From an optimization exercise on the open Yosys and OpenROAD flow, aimed at small area, a short achievable clock period and few clock cycles per item; shortcuts taken in it are not production practice.
Function not checked in this run: the RTL went through the layout flow alone.
No activity file was given, so power comes from the tool's default toggle rates.

==> config.mk <==
export PLATFORM = sky130hd
export DESIGN_NAME = ad5934_freq_encoder
export DESIGN_NICKNAME = ad5934_freq_encoder
export VERILOG_FILES = /design/flow/design.v
export SDC_FILE = /design/flow/constraint.sdc
export NUM_CORES = 4
export LEC_CHECK = 0
export CAP_MARGIN = 20
export CORE_MARGIN = 2
export CORE_UTILIZATION = 40
export CTS_BUF_LIST = sky130_fd_sc_hd__clkbuf_4 sky130_fd_sc_hd__clkbuf_8
export PLACE_DENSITY = 0.6
export SETUP_SLACK_MARGIN = 1.8
export SLEW_MARGIN = 20
==> constraint.sdc <==
create_clock -name core_clock -period 5.0 [get_ports {clk}]
set_input_delay 1.0000 -clock core_clock [delete_from_list [all_inputs] [get_ports {clk}]]
set_output_delay 1.0000 -clock core_clock [all_outputs]
set_load 0.01 [all_outputs]
==> design.v <==
module ad5934_freq_encoder (
    input  wire        clk,
    input  wire        rst,         
    input  wire        in_valid,
    output wire        in_ready,
    input  wire [31:0] in_freq,
    input  wire [31:0] in_fclk,
    output reg         out_valid,
    output wire [23:0] out_code,
    output wire        out_err
);
    reg         busy;        
    reg  [4:0]  cnt;         
    reg         err;         
    reg  [32:0] rem;         
    reg  [23:0] qs;          
    assign in_ready = busy && (err || cnt == 5'd24);
    assign out_code = err ? 24'd0 : qs;
    assign out_err  = err;
    wire [32:0] a    = busy ? {rem[31:0], qs[23]}
                            : {1'b0, in_freq[24:0], in_fclk[31:25]};
    wire        sub  = ~busy | ~rem[32];
    wire [32:0] b    = {33{sub}} ^ {1'b0, in_fclk};
    wire [32:0] p0   = a ^ b;
    wire [31:0] g0   = (a[31:0] & b[31:0]) | {31'd0, p0[0] & sub};
    wire [31:0] c;
    wire pg_g0 = g0[1] | (p0[1] & g0[0]);
    wire pg_g1 = g0[3] | (p0[3] & g0[2]);
    wire pg_p1 = p0[3] & p0[2];
    wire pg_g2 = g0[5] | (p0[5] & g0[4]);
    wire pg_p2 = p0[5] & p0[4];
    wire pg_g3 = g0[7] | (p0[7] & g0[6]);
    wire pg_p3 = p0[7] & p0[6];
    wire pg_g4 = g0[9] | (p0[9] & g0[8]);
    wire pg_p4 = p0[9] & p0[8];
    wire pg_g5 = g0[11] | (p0[11] & g0[10]);
    wire pg_p5 = p0[11] & p0[10];
    wire pg_g6 = g0[13] | (p0[13] & g0[12]);
    wire pg_p6 = p0[13] & p0[12];
    wire pg_g7 = g0[15] | (p0[15] & g0[14]);
    wire pg_p7 = p0[15] & p0[14];
    wire pg_g8 = g0[17] | (p0[17] & g0[16]);
    wire pg_p8 = p0[17] & p0[16];
    wire pg_g9 = g0[19] | (p0[19] & g0[18]);
    wire pg_p9 = p0[19] & p0[18];
    wire pg_g10 = g0[21] | (p0[21] & g0[20]);
    wire pg_p10 = p0[21] & p0[20];
    wire pg_g11 = g0[23] | (p0[23] & g0[22]);
    wire pg_p11 = p0[23] & p0[22];
    wire pg_g12 = g0[25] | (p0[25] & g0[24]);
    wire pg_p12 = p0[25] & p0[24];
    wire pg_g13 = g0[27] | (p0[27] & g0[26]);
    wire pg_p13 = p0[27] & p0[26];
    wire pg_g14 = g0[29] | (p0[29] & g0[28]);
    wire pg_p14 = p0[29] & p0[28];
    wire pg_g15 = g0[31] | (p0[31] & g0[30]);
    wire pg_p15 = p0[31] & p0[30];
    wire pg_g16 = g0[2] | (p0[2] & pg_g0);
    wire pg_g17 = pg_g1 | (pg_p1 & pg_g0);
    wire pg_g18 = g0[6] | (p0[6] & pg_g2);
    wire pg_p18 = p0[6] & pg_p2;
    wire pg_g19 = pg_g3 | (pg_p3 & pg_g2);
    wire pg_p19 = pg_p3 & pg_p2;
    wire pg_g20 = g0[10] | (p0[10] & pg_g4);
    wire pg_p20 = p0[10] & pg_p4;
    wire pg_g21 = pg_g5 | (pg_p5 & pg_g4);
    wire pg_p21 = pg_p5 & pg_p4;
    wire pg_g22 = g0[14] | (p0[14] & pg_g6);
    wire pg_p22 = p0[14] & pg_p6;
    wire pg_g23 = pg_g7 | (pg_p7 & pg_g6);
    wire pg_p23 = pg_p7 & pg_p6;
    wire pg_g24 = g0[18] | (p0[18] & pg_g8);
    wire pg_p24 = p0[18] & pg_p8;
    wire pg_g25 = pg_g9 | (pg_p9 & pg_g8);
    wire pg_p25 = pg_p9 & pg_p8;
    wire pg_g26 = g0[22] | (p0[22] & pg_g10);
    wire pg_p26 = p0[22] & pg_p10;
    wire pg_g27 = pg_g11 | (pg_p11 & pg_g10);
    wire pg_p27 = pg_p11 & pg_p10;
    wire pg_g28 = g0[26] | (p0[26] & pg_g12);
    wire pg_p28 = p0[26] & pg_p12;
    wire pg_g29 = pg_g13 | (pg_p13 & pg_g12);
    wire pg_p29 = pg_p13 & pg_p12;
    wire pg_g30 = g0[30] | (p0[30] & pg_g14);
    wire pg_p30 = p0[30] & pg_p14;
    wire pg_g31 = pg_g15 | (pg_p15 & pg_g14);
    wire pg_p31 = pg_p15 & pg_p14;
    wire pg_g32 = g0[4] | (p0[4] & pg_g17);
    wire pg_g33 = pg_g2 | (pg_p2 & pg_g17);
    wire pg_g34 = pg_g18 | (pg_p18 & pg_g17);
    wire pg_g35 = pg_g19 | (pg_p19 & pg_g17);
    wire pg_g36 = g0[12] | (p0[12] & pg_g21);
    wire pg_p36 = p0[12] & pg_p21;
    wire pg_g37 = pg_g6 | (pg_p6 & pg_g21);
    wire pg_p37 = pg_p6 & pg_p21;
    wire pg_g38 = pg_g22 | (pg_p22 & pg_g21);
    wire pg_p38 = pg_p22 & pg_p21;
    wire pg_g39 = pg_g23 | (pg_p23 & pg_g21);
    wire pg_p39 = pg_p23 & pg_p21;
    wire pg_g40 = g0[20] | (p0[20] & pg_g25);
    wire pg_p40 = p0[20] & pg_p25;
    wire pg_g41 = pg_g10 | (pg_p10 & pg_g25);
    wire pg_p41 = pg_p10 & pg_p25;
    wire pg_g42 = pg_g26 | (pg_p26 & pg_g25);
    wire pg_p42 = pg_p26 & pg_p25;
    wire pg_g43 = pg_g27 | (pg_p27 & pg_g25);
    wire pg_p43 = pg_p27 & pg_p25;
    wire pg_g44 = g0[28] | (p0[28] & pg_g29);
    wire pg_p44 = p0[28] & pg_p29;
    wire pg_g45 = pg_g14 | (pg_p14 & pg_g29);
    wire pg_p45 = pg_p14 & pg_p29;
    wire pg_g46 = pg_g30 | (pg_p30 & pg_g29);
    wire pg_p46 = pg_p30 & pg_p29;
    wire pg_g47 = pg_g31 | (pg_p31 & pg_g29);
    wire pg_p47 = pg_p31 & pg_p29;
    wire pg_g48 = g0[8] | (p0[8] & pg_g35);
    wire pg_g49 = pg_g4 | (pg_p4 & pg_g35);
    wire pg_g50 = pg_g20 | (pg_p20 & pg_g35);
    wire pg_g51 = pg_g21 | (pg_p21 & pg_g35);
    wire pg_g52 = pg_g36 | (pg_p36 & pg_g35);
    wire pg_g53 = pg_g37 | (pg_p37 & pg_g35);
    wire pg_g54 = pg_g38 | (pg_p38 & pg_g35);
    wire pg_g55 = pg_g39 | (pg_p39 & pg_g35);
    wire pg_g56 = g0[24] | (p0[24] & pg_g43);
    wire pg_p56 = p0[24] & pg_p43;
    wire pg_g57 = pg_g12 | (pg_p12 & pg_g43);
    wire pg_p57 = pg_p12 & pg_p43;
    wire pg_g58 = pg_g28 | (pg_p28 & pg_g43);
    wire pg_p58 = pg_p28 & pg_p43;
    wire pg_g59 = pg_g29 | (pg_p29 & pg_g43);
    wire pg_p59 = pg_p29 & pg_p43;
    wire pg_g60 = pg_g44 | (pg_p44 & pg_g43);
    wire pg_p60 = pg_p44 & pg_p43;
    wire pg_g61 = pg_g45 | (pg_p45 & pg_g43);
    wire pg_p61 = pg_p45 & pg_p43;
    wire pg_g62 = pg_g46 | (pg_p46 & pg_g43);
    wire pg_p62 = pg_p46 & pg_p43;
    wire pg_g63 = pg_g47 | (pg_p47 & pg_g43);
    wire pg_p63 = pg_p47 & pg_p43;
    wire pg_g64 = g0[16] | (p0[16] & pg_g55);
    wire pg_g65 = pg_g8 | (pg_p8 & pg_g55);
    wire pg_g66 = pg_g24 | (pg_p24 & pg_g55);
    wire pg_g67 = pg_g25 | (pg_p25 & pg_g55);
    wire pg_g68 = pg_g40 | (pg_p40 & pg_g55);
    wire pg_g69 = pg_g41 | (pg_p41 & pg_g55);
    wire pg_g70 = pg_g42 | (pg_p42 & pg_g55);
    wire pg_g71 = pg_g43 | (pg_p43 & pg_g55);
    wire pg_g72 = pg_g56 | (pg_p56 & pg_g55);
    wire pg_g73 = pg_g57 | (pg_p57 & pg_g55);
    wire pg_g74 = pg_g58 | (pg_p58 & pg_g55);
    wire pg_g75 = pg_g59 | (pg_p59 & pg_g55);
    wire pg_g76 = pg_g60 | (pg_p60 & pg_g55);
    wire pg_g77 = pg_g61 | (pg_p61 & pg_g55);
    wire pg_g78 = pg_g62 | (pg_p62 & pg_g55);
    wire pg_g79 = pg_g63 | (pg_p63 & pg_g55);
    assign c[0] = g0[0];
    assign c[1] = pg_g0;
    assign c[2] = pg_g16;
    assign c[3] = pg_g17;
    assign c[4] = pg_g32;
    assign c[5] = pg_g33;
    assign c[6] = pg_g34;
    assign c[7] = pg_g35;
    assign c[8] = pg_g48;
    assign c[9] = pg_g49;
    assign c[10] = pg_g50;
    assign c[11] = pg_g51;
    assign c[12] = pg_g52;
    assign c[13] = pg_g53;
    assign c[14] = pg_g54;
    assign c[15] = pg_g55;
    assign c[16] = pg_g64;
    assign c[17] = pg_g65;
    assign c[18] = pg_g66;
    assign c[19] = pg_g67;
    assign c[20] = pg_g68;
    assign c[21] = pg_g69;
    assign c[22] = pg_g70;
    assign c[23] = pg_g71;
    assign c[24] = pg_g72;
    assign c[25] = pg_g73;
    assign c[26] = pg_g74;
    assign c[27] = pg_g75;
    assign c[28] = pg_g76;
    assign c[29] = pg_g77;
    assign c[30] = pg_g78;
    assign c[31] = pg_g79;
    wire [32:0] sum  = p0 ^ {c, sub};
    wire        qbit = ~sum[32];
    always @(posedge clk) begin
        rem <= sum;
        if (!busy) begin
            qs  <= in_fclk[24:1];
            err <= (|in_freq[31:25]) | qbit;
            cnt <= 5'd1;
        end else begin
            qs  <= {qs[22:0], qbit};
            cnt <= cnt + 5'd1;
        end
        if (rst) begin
            busy      <= 1'b0;
            out_valid <= 1'b0;
        end else begin
            out_valid <= in_ready && in_valid;
            if (!busy)
                busy <= in_valid;
            else if (in_ready && in_valid)
                busy <= 1'b0;
        end
    end
endmodule
==> flow/run.sh <==
#!/bin/bash
# The standard layout (the standard.sh: standard synthesis, floorplan,
# placement, CTS, routing), with the port buffers that placement inserts on
# every input and output made plain sky130 buffers instead of the default
# delay-buffer cell. Each tool's output is kept in its own log here.
set -euo pipefail
export BUFFER_PORTS_ARGS="-buffer_cell sky130_fd_sc_hd__buf_1"
bash standard.sh > standard_make.log 2>&1
==> standard.sh <==
#!/bin/bash
# synth_recipe.tcl (not shown) runs the flow's synth.tcl, then flattens the netlist and writes it again
# the make line also repeats each setting of config.mk as NAME=value (left out here)
make -C /OpenROAD-flow-scripts/flow DESIGN_CONFIG=/design/flow/config.mk WORK_HOME=/design/flow/orfs CLKGATE_MAP_FILE= SYNTH_SCRIPT=/design/flow/synth_recipe.tcl "${@:-finish}"
==> impl_metrics.py <==
metrics = {
    "synthesis": {
        "yosysTopAreaCellShare": 0.323,
        "synth.avg_cell_area_um2": 10.0,
        "synth_nets": 499,
        "synth_edf_count": 1,
        "synth_cells": 395,
        "ys_types": 50,
        "synth_seq_cells": 65,
        "synth_warnings": 1,
        "ys_top_cells_by_count": "64 x dfxtp_1, 52 x mux2_2, 46 x xor2_1, 32 x ha_1, 28 x inv_1",
        "synth_area_leaders": "dfxtp_1 32%, mux2_2 15%, xor2_1 10%",
        "yosysMostFrequentCell": "dfxtp_1",
        "synth_top_area_cell": "dfxtp_1",
        "synthArstFlopShare": 0,
        "synth_area_mm2": 0.00397,
        "ys_seq_area_frac": 0.331,
        "ys.flop_type": "dfxtp_1",
    },
    "route": {
        "antenna_left": 0,
        "wl_per_cell_um": 13.3,
        "vias": 3028,
        "drtIter0Drc": 85,
        "dr.pass1.iters": 4,
        "via_per_inst": 4.81,
        "totalWireLength_um": 8390,
        "drc": 0,
    },
    "setup_path": {
        "worstPathMaxFanout": 4,
        "cp-end-kind": "register",
        "critPathLaunchType": "input port",
        "arrival_ns": 3.28,
        "crit_type": "input port to register",
        "cp.required_ns": 5.23,
    },
    "global_routing": {
        "grt_use_total": 0.159,
        "first_global_vias": 3097,
        "grt_max_degree": 38,
        "overflow": 0,
        "grt_pass1_wl_um": 14000,
        "antenna_found_initial": 0,
    },
    "sta": {
        "fin_skew_ns": 0.00654,
        "slew_headroom": 0.368,
        "hold_violations": 0,
        "tightest_slew_ns": 0.948,
        "fmax_mhz": 328,
        "slew_viol_final": 0,
        "rsz0062_at_grt": "false",
        "setup_tns_ns": 0,
        "fin_crit_sh": 0.609,
        "min_period_ns": 3.05,
        "setup_viol_count_final": 0,
    },
    "cells_and_area": {
        "fin_cells": 630,
        "antenna_cells": 0,
        "layout.nets": 596,
        "syn2layout_area_growth_pct": 21.0,
        "drive_above_1_share": 0.181,
    },
    "placed_design": {
        "dp_cells": 611,
        "place_hpwl_um": 6060,
        "io_buffers": 93,
        "gp_congestion": 0.746,
    },
    "cts": {
        "clkTransAtPathRegs_ns": 0.07,
        "cts_root_buf": "clkbuf_8",
        "holdBufCountCts": 0,
        "cts_tree": "done",
        "htree_levels": 3,
        "clockBufferDepth": 2,
        "clk-insertion-delay-late_ns": 0.35,
        "cts_buffers": 9,
        "clock-sinks": 65,
    },
    "die": {
        "die_area_mm2": 0.0107,
        "start_util": 0.410,
        "row_count": 36,
        "io_pins": 94,
        "die_height_um": 104,
        "coreArea_mm2": 0.00968,
        "die_width_um": 104,
    },
    "run": {
        "cap_violations": 0,
    },
    "pwr": {
        "p_per_area_mw_per_mm2": 489,
        "ir_drop_mv": 0.174,
        "p_leak_nw": 1.94,
    },
    "worst_hold_path": {
        "hp-class": "register to register",
    },
    "outcome": {
        "status": "complete, no violations",
    },
}
==> repair_timing <==
| action | CTS | global route |
|---|---|---|
| setup buffers | 0 | 1 |
| gates cloned | 0 | 2 |
| setup endpoints to repair | 18 | 18 |
| pin swaps | 0 | 3 |
| gates resized for setup | 2 | 13 |
==> flip-flops by register name, summed over array words and instances (netlist names) <==
signal and count:
rem 33, qs 24, cnt 5, busy 1, err 1, out_valid 1
==> cells by family (layout without fill, tap and decap cells) <==
kind of cell             after synthesis  in the layout  synth area share
AND/OR/NAND/NOR                       71             71            0.0984
flip-flops                            65             65             0.331
AO/OA/AOI/OAI                         64             65             0.112
XOR/XNOR                              63             63             0.139
multiplexers                          55             55             0.155
buffers and inverters                 40            141            0.0382
adder cells (fa/ha/maj)               37             37             0.126
==> metrics by stage <==
stage	cell area (um2)	total power [mW]	hold WS, ns	util	setup WS, ns
detailed placement	4450	1.75	0.422	0.460	1.45
floorplan	3970	1.56	0.397	-	1.82
global placement	4450	1.73	0.409	0.460	1.51
global route	4800	2.54	0.458	0.495	1.80
CTS	4710	2.32	0.440	0.486	1.81
finish	4800	2.35	0.437	0.495	1.95
==> worst paths after layout <==
path                     start           endpoint  slack, ns  cells past startpoint
max                 in_fclk[0]    rem[15]$_DFF_P_       1.95                     12
min reg2reg  cnt[0]$_SDFF_PN1_  cnt[0]$_SDFF_PN1_       0.44                      1
min          cnt[0]$_SDFF_PN1_  cnt[0]$_SDFF_PN1_       0.44                      1
max reg2reg    busy$_SDFF_PP0_    rem[15]$_DFF_P_       2.01                     10
==> power breakdown <==
| group | leakage (nW) | switching [mW] | internal [mW] | total [mW] |
|---|---|---|---|---|
| clock | 0.126 | 0.210 | 0.342 | 0.553 |
| sequential | 0.546 | 0.0532 | 0.698 | 0.751 |
| combinational | 1.26 | 0.559 | 0.483 | 1.04 |
==> critical path: stages <==
cell      delay, ns
clkbuf_2       0.12
nor2_1         0.05
a21oi_1        0.11
a22oi_1        0.13
fa_2           0.45
a211oi_4       0.26
o211ai_2       0.12
a21bo_2        0.26
a221o_1        0.35
a21oi_2        0.19
o21bai_1       0.09
xor2_1         0.14
==> metal layers <==
| metal | global-route usage | wire length, um | vias up |
|---|---|---|---|
| met2 | 0.267 | 3860 | 74 |
| li1 | - | - | 1553 |
| met5 | 0 | 0 | - |
| met1 | 0.195 | 3930 | 1385 |
| met4 | 0.0569 | 174 | 0 |
| met3 | 0.0466 | 421 | 16 |
==> cell type report <==
class,count,area (um2)
clock buffer,10,138
sequential,65,1320
fill,935,4890
clock inverter,6,105
tap,133,166
multi-input combinational,291,2550
timing repair buffer,97,414
inverter,28,105
==> cell usage in the layout, fill, tap and decap left out, types with 4 or more instances in the layout <==
master	synthesis	routed
nor2_1	16	15
dfxtp_1	64	63
mux2_2	52	52
a21oi_1	22	22
ha_1	32	32
buf_1	2	92
xor2_1	46	46
nor2b_1	25	25
nand3_1	4	4
inv_1	28	28
fa_1	5	4
o21ai_0	6	6
clkbuf_8	0	10
nand2_1	12	11
o21bai_1	6	6
xnor2_1	17	17

## port drivers added, routing unchanged
The flow's constraints put no driver on any port. The routed layout listed below was extracted and timed again, unchanged, in two steps.
Step 1 sets driving cells, clkbuf_16 on the clock port and buf_2 on the other inputs (assumed; they add their load-dependent delay and slew).
Step 2, shift: input delay + t, output delay - t, t = (earliest + latest rising clock arrival at the registers) / 2. This alone moves slack from input paths to output paths.
Three values: ideal, step 1, step 2; two values: the first two.
shift t [ns]: 0.371
setup WS [ns]: 1.954 / 1.959 / 1.587
hold slack, ns: 0.437 / 0.437 / 0.437
worst slew at a driven data input, ns: 0.04
pins driven straight from the clock port: 1
After both steps setup and hold are still met in this run. For this run, drivers alone change the setup slack by +0.005 ns; drivers and shift together by -0.367 ns.
